What follows belongs to an exercise in optimizing a design on an open flow for small area; a production flow would make more cautious choices. In this exercise RTL edits were held to simulation tests only and were not proved equivalent to the original. No activity file was given, so power comes from the tool's default toggle rates.

==> flow/design.v <==
module cf2_blframer (
    input  wire        clk,
    input  wire        rst,           
    input  wire        boot_stay,     
    input  wire [31:0] app_word,      
    input  wire        rx_valid,
    input  wire [7:0]  rx_data,
    output wire        rx_ready,      
    output reg         tx_valid,
    output reg  [7:0]  tx_data,
    input  wire        tx_ready,
    output reg         stg_we,
    output reg         stg_re,
    output reg  [13:0] stg_addr,
    output reg  [7:0]  stg_wdata,
    input  wire [7:0]  stg_rdata,
    output reg         fc_we,
    output reg  [1:0]  fc_reg,        
    output reg  [31:0] fc_addr,
    output reg  [31:0] fc_wdata,
    input  wire        fc_busy,
    output reg         diag_valid,
    output reg  [1:0]  diag_code,     
    output wire        idle,
    output wire        app_mode,
    output wire        fault
);
    localparam [7:0]  SYNC1 = 8'hBC;
    localparam [7:0]  SYNC2 = 8'hCF;
    localparam [31:0] FC_KEY1     = 32'h4567_0123;
    localparam [31:0] FC_KEY2     = 32'hCDEF_89AB;
    localparam [31:0] PROGRAM_CFG = 32'h0000_0201;    
    localparam [1:0] REG_KEY = 2'd0, REG_CFG = 2'd1, REG_WORD = 2'd2;
    localparam [1:0] DIAG_CKSUM = 2'd1, DIAG_BOUNDS = 2'd2, DIAG_STAGE = 2'd3;
    reg [7:0] rxq [0:63];
    reg [5:0] rxq_wr;
    reg [5:0] rxq_rd;
    reg [6:0] rxq_cnt;
    wire       rxq_push = rx_valid && rx_ready;
    wire       rxq_pop;
    wire [7:0] c = rxq[rxq_rd];
    assign rx_ready = (rxq_cnt != 7'd64);
    always @(posedge clk) begin
        if (rxq_push)
            rxq[rxq_wr] <= rx_data;
    end
    always @(posedge clk) begin
        if (rst) begin
            rxq_wr  <= 6'd0;
            rxq_rd  <= 6'd0;
            rxq_cnt <= 7'd0;
        end else begin
            if (rxq_push) rxq_wr <= rxq_wr + 6'd1;
            if (rxq_pop)  rxq_rd <= rxq_rd + 6'd1;
            case ({rxq_push, rxq_pop})
                2'b10:   rxq_cnt <= rxq_cnt + 7'd1;
                2'b01:   rxq_cnt <= rxq_cnt - 7'd1;
                default: rxq_cnt <= rxq_cnt;
            endcase
        end
    end
    localparam [2:0] T_BOOT = 3'd0, T_POLL = 3'd1, T_DISPATCH = 3'd2, T_LOAD = 3'd3,
                     T_FLASH = 3'd4, T_SEND = 3'd5, T_APP = 3'd6, T_FAULT = 3'd7;
    localparam [2:0] F_SYNC1 = 3'd0, F_SYNC2 = 3'd1, F_TYPE = 3'd2, F_LEN = 3'd3,
                     F_PAYLOAD = 3'd4, F_CKLO = 3'd5, F_CKHI = 3'd6;
    localparam [3:0] S_PAGE = 4'd0, S_EWAIT1 = 4'd1, S_EKEY1 = 4'd2, S_EKEY2 = 4'd3,
                     S_ECFG = 4'd4, S_EWAIT2 = 4'd5, S_PWAIT1 = 4'd6, S_PKEY1 = 4'd7,
                     S_PKEY2 = 4'd8, S_PCFG = 4'd9, S_RD = 4'd10, S_WR = 4'd11,
                     S_WAITW = 4'd12;
    reg [2:0]  top;
    reg [2:0]  fst;
    reg [5:0]  rx_count;
    reg [7:0]  pkt_type;
    reg [7:0]  pkt_len;
    reg [7:0]  payload [0:31];
    reg [7:0]  ck_a;
    reg [7:0]  ck_b;
    reg        ck_lo_ok;
    reg [4:0]  lb_j;
    reg [4:0]  lb_cnt;
    reg [3:0]  lb_page;
    reg [9:0]  lb_addr;
    reg [15:0] wf_fpage;
    reg [15:0] wf_n;
    reg [15:0] wf_i;
    reg [3:0]  wf_sect;
    reg [3:0]  fl_st;
    reg [31:0] wf_addr;
    reg [7:0]  wf_w;
    reg [2:0]  rd_k;
    reg [31:0] word;
    reg [5:0]  tx_idx;
    reg [7:0]  tx_a;
    reg [7:0]  tx_b;
    assign idle     = (top == T_POLL) && (rxq_cnt == 7'd0);
    assign app_mode = (top == T_APP);
    assign fault    = (top == T_FAULT);
    assign rxq_pop  = (top == T_POLL) && (rxq_cnt != 7'd0);
    wire [7:0]  opcode  = payload[2];
    wire        admit   = (pkt_len >= 8'd3) && (payload[1] == 8'hFF);
    wire [15:0] p_a     = {payload[4], payload[3]};
    wire [15:0] p_b     = {payload[6], payload[5]};
    wire [15:0] p_c     = {payload[8], payload[7]};
    wire [7:0]  lb_count = pkt_len - 8'd7;
    wire        lb_ok   = (pkt_len >= 8'd7) && (p_a <= 16'd9) &&
                          ({1'b0, p_b} + {9'd0, lb_count} <= 17'd1024);
    function automatic [4:0] sector_of(input [31:0] a);
        case (a)
            32'h0800_0000: sector_of = {1'b1, 4'd0};
            32'h0800_4000: sector_of = {1'b1, 4'd1};
            32'h0800_8000: sector_of = {1'b1, 4'd2};
            32'h0800_C000: sector_of = {1'b1, 4'd3};
            32'h0801_0000: sector_of = {1'b1, 4'd4};
            32'h0802_0000: sector_of = {1'b1, 4'd5};
            32'h0804_0000: sector_of = {1'b1, 4'd6};
            32'h0806_0000: sector_of = {1'b1, 4'd7};
            32'h0808_0000: sector_of = {1'b1, 4'd8};
            32'h080A_0000: sector_of = {1'b1, 4'd9};
            32'h080C_0000: sector_of = {1'b1, 4'd10};
            32'h080E_0000: sector_of = {1'b1, 4'd11};
            default:       sector_of = 5'd0;
        endcase
    endfunction
    wire [16:0] page_num  = {1'b0, wf_fpage} + {1'b0, wf_i};
    wire [31:0] page_addr = 32'h0800_0000 + {5'd0, page_num, 10'd0};
    wire [4:0]  page_sect = sector_of(page_addr);
    reg [7:0] tx_byte;
    always @(*) begin
        if (tx_idx == 6'd0)                    tx_byte = SYNC1;
        else if (tx_idx == 6'd1)               tx_byte = SYNC2;
        else if (tx_idx == 6'd2)               tx_byte = pkt_type;
        else if (tx_idx == 6'd3)               tx_byte = pkt_len;
        else if (tx_idx < pkt_len[5:0] + 6'd4) tx_byte = payload[tx_idx[4:0] - 5'd4];
        else if (tx_idx == pkt_len[5:0] + 6'd4) tx_byte = tx_a;
        else                                   tx_byte = tx_b;
    end
    integer k;
    always @(posedge clk) begin
        stg_we     <= 1'b0;
        stg_re     <= 1'b0;
        fc_we      <= 1'b0;
        diag_valid <= 1'b0;
        if (rst) begin
            top      <= T_BOOT;
            fst      <= F_SYNC1;
            rx_count <= 6'd0;
            pkt_type <= 8'd0;
            pkt_len  <= 8'd0;
            for (k = 0; k < 32; k = k + 1)
                payload[k] <= 8'd0;
            ck_a     <= 8'd0;
            ck_b     <= 8'd0;
            ck_lo_ok <= 1'b0;
            tx_valid <= 1'b0;
            tx_data  <= 8'd0;
            tx_idx   <= 6'd0;
            tx_a     <= 8'd0;
            tx_b     <= 8'd0;
            stg_addr <= 14'd0;
            stg_wdata <= 8'd0;
            fc_reg   <= 2'd0;
            fc_addr  <= 32'd0;
            fc_wdata <= 32'd0;
            diag_code <= 2'd0;
            lb_j     <= 5'd0;
            lb_cnt   <= 5'd0;
            lb_page  <= 4'd0;
            lb_addr  <= 10'd0;
            wf_fpage <= 16'd0;
            wf_n     <= 16'd0;
            wf_i     <= 16'd0;
            wf_sect  <= 4'd0;
            wf_addr  <= 32'd0;
            wf_w     <= 8'd0;
            rd_k     <= 3'd0;
            word     <= 32'd0;
            fl_st    <= S_PAGE;
        end else begin
            case (top)
            T_BOOT: begin
                if (!boot_stay && app_word != 32'hFFFF_FFFF)
                    top <= T_APP;
                else
                    top <= T_POLL;
            end
            T_POLL: begin
                if (rxq_cnt != 7'd0) begin
                    case (fst)
                    F_SYNC1: begin
                        if (c == SYNC1) fst <= F_SYNC2;
                        else            rx_count <= 6'd0;
                    end
                    F_SYNC2: begin
                        if (c == SYNC2) fst <= F_TYPE;
                        else            fst <= F_SYNC1;
                    end
                    F_TYPE: begin
                        for (k = 0; k < 32; k = k + 1)
                            payload[k] <= 8'd0;
                        pkt_len  <= 8'd0;
                        pkt_type <= c;
                        ck_a     <= c;
                        ck_b     <= c;
                        fst      <= F_LEN;
                    end
                    F_LEN: begin
                        pkt_len <= c;
                        ck_a    <= ck_a + c;
                        ck_b    <= ck_b + ck_a + c;
                        if (c > 8'd32)
                            fst <= F_SYNC1;
                        else if (c == 8'd0)
                            fst <= F_CKLO;
                        else begin
                            rx_count <= 6'd0;
                            fst      <= F_PAYLOAD;
                        end
                    end
                    F_PAYLOAD: begin
                        payload[rx_count[4:0]] <= c;
                        rx_count <= rx_count + 6'd1;
                        ck_a     <= ck_a + c;
                        ck_b     <= ck_b + ck_a + c;
                        if ({2'b00, rx_count} + 8'd1 == pkt_len)
                            fst <= F_CKLO;
                    end
                    F_CKLO: begin
                        ck_lo_ok <= (c == ck_a);
                        fst      <= F_CKHI;
                    end
                    default: begin  
                        fst <= F_SYNC1;
                        if (ck_lo_ok && c == ck_b) begin
                            top <= T_DISPATCH;
                        end else begin
                            diag_valid <= 1'b1;
                            diag_code  <= DIAG_CKSUM;
                        end
                    end
                    endcase
                end
            end
            T_DISPATCH: begin
                top <= T_POLL;
                if (admit) begin
                    case (opcode)
                    8'h10: begin  
                        payload[3]  <= 8'h00;
                        payload[4]  <= 8'h04;
                        payload[5]  <= 8'h0A;
                        payload[6]  <= 8'h00;
                        payload[7]  <= 8'h00;
                        payload[8]  <= 8'h04;
                        payload[9]  <= 8'h10;
                        payload[10] <= 8'h00;
                        payload[23] <= 8'h10;
                        pkt_len     <= 8'd24;
                        tx_idx      <= 6'd0;
                        top         <= T_SEND;
                    end
                    8'h12: begin  
                        payload[3] <= 8'd4;
                        payload[4] <= 8'd16;
                        payload[5] <= 8'd1;
                        payload[6] <= 8'd64;
                        payload[7] <= 8'd7;
                        payload[8] <= 8'd128;
                        pkt_len    <= 8'd9;
                    end
                    8'h14: begin  
                        if (lb_ok) begin
                            lb_j    <= 5'd0;
                            lb_cnt  <= lb_count[4:0];
                            lb_page <= p_a[3:0];
                            lb_addr <= p_b[9:0];
                            if (lb_count != 8'd0)
                                top <= T_LOAD;
                        end else begin
                            diag_valid <= 1'b1;
                            diag_code  <= DIAG_BOUNDS;
                        end
                    end
                    8'h18: begin  
                        wf_fpage <= p_b;
                        wf_n     <= p_c;
                        wf_i     <= 16'd0;
                        fl_st    <= S_PAGE;
                        top      <= T_FLASH;
                    end
                    8'h19: begin  
                        payload[3] <= 8'h01;
                        payload[4] <= 8'h00;
                        pkt_len    <= 8'd5;
                        tx_idx     <= 6'd0;
                        top        <= T_SEND;
                    end
                    default: ;  
                    endcase
                end
            end
            T_LOAD: begin
                stg_we    <= 1'b1;
                stg_addr  <= {lb_page, 10'd0} + {4'd0, lb_addr} + {9'd0, lb_j};
                stg_wdata <= payload[lb_j + 5'd7];
                lb_j      <= lb_j + 5'd1;
                if (lb_j + 5'd1 == lb_cnt)
                    top <= T_POLL;
            end
            T_FLASH: begin
                case (fl_st)
                S_PAGE: begin
                    if (wf_i == wf_n) begin
                        payload[3] <= 8'h01;
                        payload[4] <= 8'h00;
                        pkt_len    <= 8'd5;
                        tx_idx     <= 6'd0;
                        top        <= T_SEND;
                    end else if (wf_i >= 16'd10) begin
                        diag_valid <= 1'b1;
                        diag_code  <= DIAG_STAGE;
                        top        <= T_FAULT;
                    end else begin
                        wf_addr <= page_addr;
                        wf_sect <= page_sect[3:0];
                        wf_w    <= 8'd0;
                        fl_st   <= page_sect[4] ? S_EWAIT1 : S_PWAIT1;
                    end
                end
                S_EWAIT1: if (!fc_busy) fl_st <= S_EKEY1;
                S_EKEY1: begin
                    fc_we    <= 1'b1;
                    fc_reg   <= REG_KEY;
                    fc_wdata <= FC_KEY1;
                    fl_st    <= S_EKEY2;
                end
                S_EKEY2: begin
                    fc_we    <= 1'b1;
                    fc_reg   <= REG_KEY;
                    fc_wdata <= FC_KEY2;
                    fl_st    <= S_ECFG;
                end
                S_ECFG: begin
                    fc_we    <= 1'b1;
                    fc_reg   <= REG_CFG;
                    fc_wdata <= {15'd0, 1'b1, 6'd0, 2'b10, 1'b0, wf_sect, 3'b010};  
                    fl_st    <= S_EWAIT2;
                end
                S_EWAIT2: if (!fc_we && !fc_busy) fl_st <= S_PWAIT1;
                S_PWAIT1: if (!fc_busy) fl_st <= S_PKEY1;
                S_PKEY1: begin
                    fc_we    <= 1'b1;
                    fc_reg   <= REG_KEY;
                    fc_wdata <= FC_KEY1;
                    fl_st    <= S_PKEY2;
                end
                S_PKEY2: begin
                    fc_we    <= 1'b1;
                    fc_reg   <= REG_KEY;
                    fc_wdata <= FC_KEY2;
                    fl_st    <= S_PCFG;
                end
                S_PCFG: begin
                    fc_we    <= 1'b1;
                    fc_reg   <= REG_CFG;
                    fc_wdata <= PROGRAM_CFG;
                    rd_k     <= 3'd0;
                    fl_st    <= S_RD;
                end
                S_RD: begin
                    if (rd_k < 3'd4) begin
                        stg_re   <= 1'b1;
                        stg_addr <= {wf_i[3:0], wf_w, rd_k[1:0]};
                    end
                    if (rd_k >= 3'd2)
                        word <= {stg_rdata, word[31:8]};
                    rd_k <= rd_k + 3'd1;
                    if (rd_k == 3'd5)
                        fl_st <= S_WR;
                end
                S_WR: begin
                    fc_we    <= 1'b1;
                    fc_reg   <= REG_WORD;
                    fc_addr  <= wf_addr + {22'd0, wf_w, 2'b00};
                    fc_wdata <= word;
                    fl_st    <= S_WAITW;
                end
                S_WAITW: begin
                    if (!fc_we && !fc_busy) begin
                        rd_k <= 3'd0;
                        if (wf_w == 8'd255) begin
                            wf_i  <= wf_i + 16'd1;
                            fl_st <= S_PAGE;
                        end else begin
                            wf_w  <= wf_w + 8'd1;
                            fl_st <= S_RD;
                        end
                    end
                end
                default: fl_st <= S_PAGE;
                endcase
            end
            T_SEND: begin
                if (!tx_valid) begin
                    tx_valid <= 1'b1;
                    tx_data  <= tx_byte;
                    if (tx_idx == 6'd2) begin
                        tx_a <= tx_byte;
                        tx_b <= tx_byte;
                    end else if (tx_idx >= 6'd3 && tx_idx < pkt_len[5:0] + 6'd4) begin
                        tx_a <= tx_a + tx_byte;
                        tx_b <= tx_b + tx_a + tx_byte;
                    end
                end else if (tx_ready) begin
                    tx_valid <= 1'b0;
                    tx_idx   <= tx_idx + 6'd1;
                    if (tx_idx == pkt_len[5:0] + 6'd5)
                        top <= T_POLL;
                end
            end
            T_APP:   ;
            default: ;  
            endcase
        end
    end
endmodule
==> flow/constraint.sdc <==
create_clock -name core_clock -period 8.0 [get_ports {clk}]
set_input_delay 1.6000 -clock core_clock [delete_from_list [all_inputs] [get_ports {clk}]]
set_output_delay 1.6000 -clock core_clock [all_outputs]
set_load 0.01 [all_outputs]
==> flow/run.sh <==
#!/bin/bash
# synth_recipe.tcl (not shown) runs the flow's synth.tcl, then flattens the netlist and writes it again
# the make line also repeats each setting of config.mk as NAME=value (left out here)
make -C /OpenROAD-flow-scripts/flow DESIGN_CONFIG=/design/flow/config.mk WORK_HOME=/design/flow/orfs CLKGATE_MAP_FILE= SYNTH_SCRIPT=/design/flow/synth_recipe.tcl finish
==> flow/config.mk <==
export PLATFORM = sky130hd
export DESIGN_NAME = cf2_blframer
export DESIGN_NICKNAME = cf2_blframer
export VERILOG_FILES = /design/flow/design.v
export SDC_FILE = /design/flow/constraint.sdc
export NUM_CORES = 4
export LEC_CHECK = 0
export CAP_MARGIN = 20
export CORE_MARGIN = 2
export CORE_UTILIZATION = 40
export PLACE_DENSITY = 0.6
export SLEW_MARGIN = 20
==> flow_metrics.tcl <==
set metrics [dict create \
    initial_core_util_pct 40.2 \
    io_pins 161 \
    reg_top3 "rxq (512), payload (256)" \
    peakVddDrop_mv 0.176 \
    viasPerCell 5.72 \
    final.setup_skew_ns 0.0806 \
    drive_gt1_share_pct 12.6 \
    routed_wl_mm 147 \
    cts_tree "done" \
    period_minus_slack_ns 5.96 \
    status "no timing/DRC/antenna violations" \
    fp-row-count 132 \
    period_share_pct 74.5 \
    ctsHoldBuffers 0 \
    netlist_instances 4288 \
    clockBufferDepth 3 \
    clock_latency_ns 0.77 \
    regMostFlops "rxq" \
    finalSetupViolCount 0 \
    grt_util_met3_pct 3.35 \
    synthFlopType "edfxtp_1" \
    grtUsageMet1_pct 30.2 \
    vias 35497 \
    syn2layout_area_growth_pct 13.4 \
    grt_pass1_wl_mm 221 \
    drc 0 \
    p_per_area_mw_per_mm2 232 \
    end_kind "flip-flop" \
    rsz0062_at_grt "false" \
    hp-class "reg -> reg" \
    synthArstFlopShare_pct 0 \
    numCtsBuffers 116 \
    dieArea_mm2 0.133 \
    cp_cell_sequence "inv_1, ha_1, clkinv_1, buf_4, mux4_2, mux2i_1, mux2i_1, a211oi_1, o21ai_0, and2_1, fa_1, ha_1, inv_1, fa_1, nor2b_1, o21ai_0, nand2b_1, a21o_1, a21oi_1, xnor2_1, nand2_1, a21o_1, o211ai_1, a21oi_1" \
    critPathArrivalTime_ns 6.57 \
    cp.required_ns 8.61 \
    cts.sinks 1098 \
    port_buffers 154 \
    slew_viol_final 0 \
    ctsResizeCount 0 \
    avgSynthCellArea_um2 12.1 \
    cp_slowest_cell "fa_1" \
    core_mm2 0.129 \
    dp_hpwl_mm 99.5 \
    cts-root-buf "clkbuf_16" \
    critPathTopFamily "adder cells" \
    hold_depth 2 \
    power.static_leakage_nw 19.8 \
    pre_cts_ws_ns 2.05 \
    fin_nets 4536 \
    finalHoldViolations 0 \
    busiest_layer "met2" \
    antenna_found_initial 1 \
    grt_usage_pct 21.9 \
    grt_pass1_vias 34394 \
    die_y_um 365 \
    yosysWarnings 1 \
    crit_fanout 8 \
    synth_enable_flop_cells 768 \
    first_pass_iters 5 \
    detail_route.wl_per_cell_um 23.7 \
    synth.yosys.seq_area_share_pct 57.1 \
    grt_start_max_net_pins 102 \
    fmax_mhz 168 \
    antenna_left 0 \
    worst_pin_slew_ns 1.16 \
    r2r_cells 24 \
    tns_ns 0 \
    reg2reg_from "tx_idx[3]" \
    postCtsSetupBuffers 0 \
    yosysUniqueCellTypes 90 \
    synthesis.area_mm2 0.0520 \
    worst-path-stages 24 \
    cap_violations 0 \
    slew_headroom_pct 22.2 \
    cp-start-kind "flip-flop" \
    setup.worst_path.start "tx_idx[3]" \
    synth_top_area_share_pct 44.3 \
    hold_start "fc_wdata[3]" \
    grt.overflow.total 0 \
    drt_iter0_markers 4059 \
    critPathMaxStageDelay_ns 0.49 \
    yosys-top-cells-area "edfxtp_1, dfxtp_1, mux4_2" \
    use_met2_pct 35.4 \
    crit_buf_inv 4 \
    yosys_register_bits 1098 \
    die_x_um 365 \
    finalWorstSetupSlack_ns 2.04 \
    n_antenna_cell 0 \
    htreeDepth 3 \
    clkTransAtPathRegs_ns 0.07 \
    path_class "reg -> reg" \
    gp_congestion 0.910 \
    synth_top_area_cell "edfxtp_1" \
    largest_reg_flops 512 \
]
-- layer usage --
layer | wire, um | up-vias
met5 | 0 | -
met4 | 5000 | 0
met3 | 11400 | 261
met2 | 68600 | 1493
met1 | 61900 | 17691
li1 | - | 16052
-- through the flow --
step	instances	cell area (um2)	util [%]	total power, mW	hold slack [ns]
global placement	5987	55200	42.7	8.43	0.440
floorplan	4293	52000	-	7.74	0.426
CTS	6203	59000	45.6	13.8	0.453
finish	6203	59000	45.6	13.7	0.450
detailed placement	5987	55200	42.7	8.45	0.445
global route	6203	59000	45.6	14.2	0.469
-- cell usage after synthesis (all sizes together), types with 22 or more instances --
library cell and number:
a211oi 48, a21o 35, a21oi 293, a22oi 27, a31oi 25, and2 22
and3 25, buf 94, clkbuf 168, dfxtp 330, edfxtp 768, fa 22
ha 97, inv 94, mux2i 108, mux4 258, nand2 480, nand2b 24
nand3 80, nand4 43, nor2 595, nor2b 40, nor3 64, nor4 28
o21ai 122, o22ai 22, xnor2 85, xor2 62
-- power breakdown --
group	switching, mW	total (mW)	internal [mW]
Clock	2.34	5.36	3.02
Sequential	0.176	6.36	6.18
Combinational	1.21	1.98	0.774
Total	3.73	13.7	9.97
-- cells in the final DEF, fill, tap and decap left out, drive strengths merged, types with 25 or more instances in the layout --
master / count
a22oi: 27
mux2i: 108
nor2b: 40
and3: 25
inv: 101
nor4: 28
a21oi: 293
xnor2: 85
nand2: 480
mux4: 258
o21ai: 122
clkbuf: 147
clkinv: 55
ha: 97
buf: 69
edfxtp: 768
xor2: 62
nand4: 43
nor3: 64
dfxtp: 330
a21o: 35
clkdlybuf4s50: 145
a31oi: 25
nor2: 595
a211oi: 48
nand3: 80
-- area by class of cell --
class                           count  area [um2]
Clock buffer                      147        3100
Clock inverter                     69         683
Fill cell                       11712       70300
Inverter                           97         364
Multi-Input combinational cell   2836       21000
Sequential cell                  1098       29700
Tap cell                         1742        2180
Timing Repair Buffer              214        1990
-- path summary, 6_finish.rpt --
| path | endpoint | slack (ns) |
|---|---|---|
| setup / recovery | tx_b[7] | 2.04 |
| hold / removal | fc_wdata[3] | 0.45 |
| setup reg to reg | tx_b[7] | 2.04 |
| hold reg to reg | fc_wdata[3] | 0.45 |
-- tightest hold or removal path: stages, from the launching register on --
cell and delay, ns:
dfxtp_1 0.31, nand2_1 0.05, a21oi_1 0.05
-- logic make-up (layout without fill, tap and decap cells) --
family | count (synthesis) | after routing | synth area share (%)
flip-flops | 1098 | 1098 | 57.1
buffers and inverters | 359 | 527 | 2.87
multiplexers | 384 | 384 | 13.6
XOR/XNOR | 147 | 147 | 2.48
adder cells (fa/ha/maj) | 120 | 120 | 3.20
other | 1 | 6 | 0.00721
AO/OA/AOI/OAI | 696 | 696 | 8.21
AND/OR/NAND/NOR | 1483 | 1483 | 12.5

[static timing again, ports no longer ideal]
In the flow no input, the clock included, has a driving cell. The finished layout below was timed again as built, in two steps. Step 1: set_driving_cell puts a clkbuf_16 on clk and a buf_2 on each other input, an assumption about the parent block. Step 2, shift: input delay + t, output delay - t, t = (earliest + latest rising clock arrival at the registers) / 2. This alone moves slack from input paths to output paths. a / b / c = no drivers / after step 1 / after step 2; a / b = the first two.
t (ns): 0.810
setup slack, ns: 2.043 / 2.043 / 2.043
worst slew at a driven data input, ns: 0.07
After both steps setup and hold are still met in this run. For this run, drivers alone change the setup slack by 0.000 ns; drivers and shift together by 0.000 ns.
